From an optimization exercise on the open Yosys and OpenROAD flow, aimed at small area; shortcuts taken in it are not production practice. The RTL was checked by simulation tests, not by an equivalence proof against the original design. Power is estimated from default activity; no workload was simulated.

==> lagoon <==
## gmbus_aux_edid
module gmbus_aux_edid #(
    parameter int GEN = 2               
) (
    input  logic        clk,
    input  logic        rst,            
    input  logic        req_valid,
    input  logic [1:0]  req_if,         
    input  logic        req_write,
    input  logic [2:0]  req_port,
    input  logic [1:0]  req_wl,         
    input  logic [7:0]  req_off,        
    input  logic [31:0] req_wdata,
    output logic        resp_valid,
    output logic [2:0]  resp_code,
    output logic [63:0] resp_rdata,
    output logic [2:0]  edid_port,
    output logic [7:0]  edid_addr,
    input  logic [31:0] edid_data
);
Settings: LEC_CHECK=0, ABC_AREA=0, CAP_MARGIN=20, CORE_MARGIN=2, CORE_UTILIZATION=65, CTS_CLUSTER_DIAMETER=100, CTS_CLUSTER_SIZE=28, SLEW_MARGIN=20; clock period 14.0 ns.
run.sh (not shown) runs the stock make flow with config.mk's settings and CLKGATE_MAP_FILE= SYNTH_SCRIPT=/design/flow/synth_recipe.tcl, a recipe that flattens the netlist after the stock synthesis.
==> indigo: changes against lagoon <==
--- a/flow/design.v
+++ b/flow/design.v
@@ -34,17 +34,17 @@
   logic        st_inuse, st_wait, st_int, st_rdy, st_satoer, st_active;
   logic [5:0][4:0][31:0] aux_d;       
   logic [5:0][4:0]       d_vld;       
   logic [5:0]  actl_w, actl_r;        
   logic [5:0]  cfg_mon, cfg_dp, cfg_len256;
   logic [5:0][1:0] t_mode;
   logic [5:0]      t_sel, t_avail;
   logic [5:0][8:0] t_cursor;
-  logic [8:0]      g_total;
+  logic [4:1][8:0] t_total;           
   logic        rv_q;
   logic [2:0]  rc_q;
   logic [2:0]  rk_q;
   logic [1:0]  rwl_q;
   logic [2:0]  roff_q;
   logic [2:0]  rport_q;
   logic [2:0]  rreg_q;
   logic        rinuse_q;
@@ -152,17 +152,19 @@
     c_mon = 1'b0; c_dp = 1'b0; c_len256 = 1'b0;
     for (int i = 0; i < 6; i++) begin
       if (rp == 3'(i)) begin
         c_mode = t_mode[i]; c_sel = t_sel[i]; c_avail = t_avail[i];
         c_cursor = t_cursor[i];
         c_mon = cfg_mon[i]; c_dp = cfg_dp[i]; c_len256 = cfg_len256[i];
       end
     end
-    c_total = g_total;
+    c_total = 9'd0;
+    for (int i = 1; i < 5; i++)
+      if (ctl_port == 3'(i)) c_total = t_total[i];
   end
   assign edid_port = rp;
   assign edid_addr = c_cursor[7:0];
   logic [31:0] c_d1;
   logic [7:0]  c_d2hi;
   logic        c_v1, c_v2;
   always_comb begin
     c_d1 = 32'd0; c_d2hi = 8'd0; c_v1 = 1'b0; c_v2 = 1'b0;
@@ -446,18 +448,21 @@
       if (rst) begin
         t_mode[p] <= '0; t_sel[p] <= 1'b0; t_avail[p] <= 1'b0; t_cursor[p] <= '0;
       end else if (wen && wport == 3'(p)) begin
         t_mode[p] <= w_mode; t_sel[p] <= w_sel; t_avail[p] <= w_avail; t_cursor[p] <= w_cursor;
       end else if (clr_all) begin
         t_mode[p] <= '0; t_sel[p] <= 1'b0; t_avail[p] <= 1'b0; t_cursor[p] <= '0;
       end
     end
-    if (rst || clr_all) g_total <= '0;
-    else if (wen && wport == ctl_port && ctl_ok) g_total <= w_total;
+    for (int p = 1; p < 5; p++) begin
+      if (rst) t_total[p] <= '0;
+      else if (wen && wport == 3'(p)) t_total[p] <= w_total;
+      else if (clr_all) t_total[p] <= '0;
+    end
   end
   logic [15:0] status_v;
   assign status_v = {rinuse_q, st_wait, 1'b0, st_int, st_rdy, st_satoer, st_active, 9'd0};
   logic [63:0] cc;
   assign cc = {r_command, r_control};
   logic [7:0] lane_en;                        
   always_comb
     for (int i = 0; i < 8; i++) lane_en[i] = (i < (1 << rwl_q));
- CTS_CLUSTER_DIAMETER: 100 -> 80
- CTS_CLUSTER_SIZE: 28 -> 25
==> quartz: changes against lagoon <==
--- a/flow/design.v
+++ b/flow/design.v
@@ -34,17 +34,17 @@
   logic        st_inuse, st_wait, st_int, st_rdy, st_satoer, st_active;
   logic [5:0][4:0][31:0] aux_d;       
   logic [5:0][4:0]       d_vld;       
   logic [5:0]  actl_w, actl_r;        
   logic [5:0]  cfg_mon, cfg_dp, cfg_len256;
   logic [5:0][1:0] t_mode;
   logic [5:0]      t_sel, t_avail;
   logic [5:0][8:0] t_cursor;
-  logic [8:0]      g_total;
+  logic [4:1][8:0] t_total;           
   logic        rv_q;
   logic [2:0]  rc_q;
   logic [2:0]  rk_q;
   logic [1:0]  rwl_q;
   logic [2:0]  roff_q;
   logic [2:0]  rport_q;
   logic [2:0]  rreg_q;
   logic        rinuse_q;
@@ -152,17 +152,19 @@
     c_mon = 1'b0; c_dp = 1'b0; c_len256 = 1'b0;
     for (int i = 0; i < 6; i++) begin
       if (rp == 3'(i)) begin
         c_mode = t_mode[i]; c_sel = t_sel[i]; c_avail = t_avail[i];
         c_cursor = t_cursor[i];
         c_mon = cfg_mon[i]; c_dp = cfg_dp[i]; c_len256 = cfg_len256[i];
       end
     end
-    c_total = g_total;
+    c_total = 9'd0;
+    for (int i = 1; i < 5; i++)
+      if (ctl_port == 3'(i)) c_total = t_total[i];
   end
   assign edid_port = rp;
   assign edid_addr = c_cursor[7:0];
   logic [31:0] c_d1;
   logic [7:0]  c_d2hi;
   logic        c_v1, c_v2;
   always_comb begin
     c_d1 = 32'd0; c_d2hi = 8'd0; c_v1 = 1'b0; c_v2 = 1'b0;
@@ -446,18 +448,21 @@
       if (rst) begin
         t_mode[p] <= '0; t_sel[p] <= 1'b0; t_avail[p] <= 1'b0; t_cursor[p] <= '0;
       end else if (wen && wport == 3'(p)) begin
         t_mode[p] <= w_mode; t_sel[p] <= w_sel; t_avail[p] <= w_avail; t_cursor[p] <= w_cursor;
       end else if (clr_all) begin
         t_mode[p] <= '0; t_sel[p] <= 1'b0; t_avail[p] <= 1'b0; t_cursor[p] <= '0;
       end
     end
-    if (rst || clr_all) g_total <= '0;
-    else if (wen && wport == ctl_port && ctl_ok) g_total <= w_total;
+    for (int p = 1; p < 5; p++) begin
+      if (rst) t_total[p] <= '0;
+      else if (wen && wport == 3'(p)) t_total[p] <= w_total;
+      else if (clr_all) t_total[p] <= '0;
+    end
   end
   logic [15:0] status_v;
   assign status_v = {rinuse_q, st_wait, 1'b0, st_int, st_rdy, st_satoer, st_active, 9'd0};
   logic [63:0] cc;
   assign cc = {r_command, r_control};
   logic [7:0] lane_en;                        
   always_comb
     for (int i = 0; i < 8; i++) lane_en[i] = (i < (1 << rwl_q));
- CTS_CLUSTER_DIAMETER: 100 -> 60
- CTS_CLUSTER_SIZE: 28 -> 20
==> violet: changes against lagoon <==
- CTS_CLUSTER_SIZE: 28 -> 25
==> comparison table <==
| quantity | violet | lagoon | indigo | quartz |
|---|---|---|---|---|
| Outcome | complete, no violations | complete, no violations | complete, no violations | complete, no violations |
| Mean instance size in the synthesized netlist | 12.32 µm² | 12.32 µm² | 12.46 µm² | 12.46 µm² |
| Met2 track demand over resource | 70.12% | 69.78% | 70.18% | 69.84% |
| Largest incremental delay on the critical path | 0.77 ns | 0.75 ns | 0.86 ns | 0.87 ns |
| Core occupancy in the finished layout | 71.47% | 71.35% | 71.48% | 72.93% |
| Total power draw | 6.434 mW | 6.391 mW | 6.620 mW | 7.337 mW |
| Reported combinational group power | 359 µW | 359 µW | 344 µW | 345 µW |
| Worst EP arrival | 12.65 ns | 12.63 ns | 11.96 ns | 11.93 ns |
| Total of clock buffers placed in the layout | 86 | 77 | 87 | 108 |
| Pre-Repair DR Iteration Count | 14 | 9 | 13 | 12 |
| Fill cell total of the finished layout | 5923 | 5931 | 6048 | 5888 |
| Post-detail-place hpwl | 138800 µm | 138800 µm | 139000 µm | 139000 µm |
| Proportion of synthesized chip area in sequential cells | 64.36% | 64.36% | 64.00% | 64.00% |
| Max Fclk | 0.08311 GHz | 0.08345 GHz | 0.08774 GHz | 0.08795 GHz |
| Clock slew at reported path FFs | 0.10 ns | 0.12 ns | 0.10 ns | 0.08 ns |
| Met3 routed wirelength | 40560 µm | 39910 µm | 40290 µm | 40690 µm |
| Area share of the leading cell type in the synthesized netlist | 52.36% | 52.36% | 51.28% | 51.28% |
| Maximum fanout count along the critical path | 36 | 36 | 17 | 17 |
| Total number of clock tree sinks | 1290 | 1290 | 1317 | 1317 |
| Die ar. | 87050 µm² | 87050 µm² | 88850 µm² | 88850 µm² |
| Initial antenna violation count | 24 | 21 | 15 | 19 |
| Final Net Count | 4636 | 4631 | 4668 | 4700 |
| Net Sw Frac | 22.56% | 22.61% | 22.62% | 23.50% |
| Multi-input logic area | 18420 µm² | 18420 µm² | 18900 µm² | 18900 µm² |

separate check: timing with driven ports:
The flow's constraints put no driver on any port. The routed layouts listed below were extracted and timed again, unchanged, in two steps.
Step 1: set_driving_cell puts a clkbuf_16 on clk and a buf_2 on each other input, an assumption about the parent block.
Step 2 times the ports against the registers' clock, not the clock port: input delays grow and output delays shrink by t, the midpoint of the rising clock arrivals with the driver on.
Slacks: no drivers / after step 1 / after step 2; pairs: no drivers / after step 1.
run | t (ns) | slack for setup (ns) | worst setup path at the end | slew at the worst register clock pin (ns) | worst slew at a driven data input, ns
lagoon | 0.757 | 2.017 / 2.065 / 1.308 | input to register | 0.12 / 0.12 | 0.12
indigo | 0.766 | 2.603 / 2.634 / 1.867 | input to register | 0.11 / 0.11 | 0.05
quartz | 0.776 | 2.630 / 2.666 / 1.889 | input to register | 0.09 / 0.09 | 0.05
violet | 0.772 | 1.968 / 2.019 / 1.248 | input to register | 0.11 / 0.11 | 0.12
After both steps setup and hold are still met in every run listed. For quartz, which loses most, drivers alone change the setup slack by +0.036 ns; drivers and shift together by -0.741 ns.
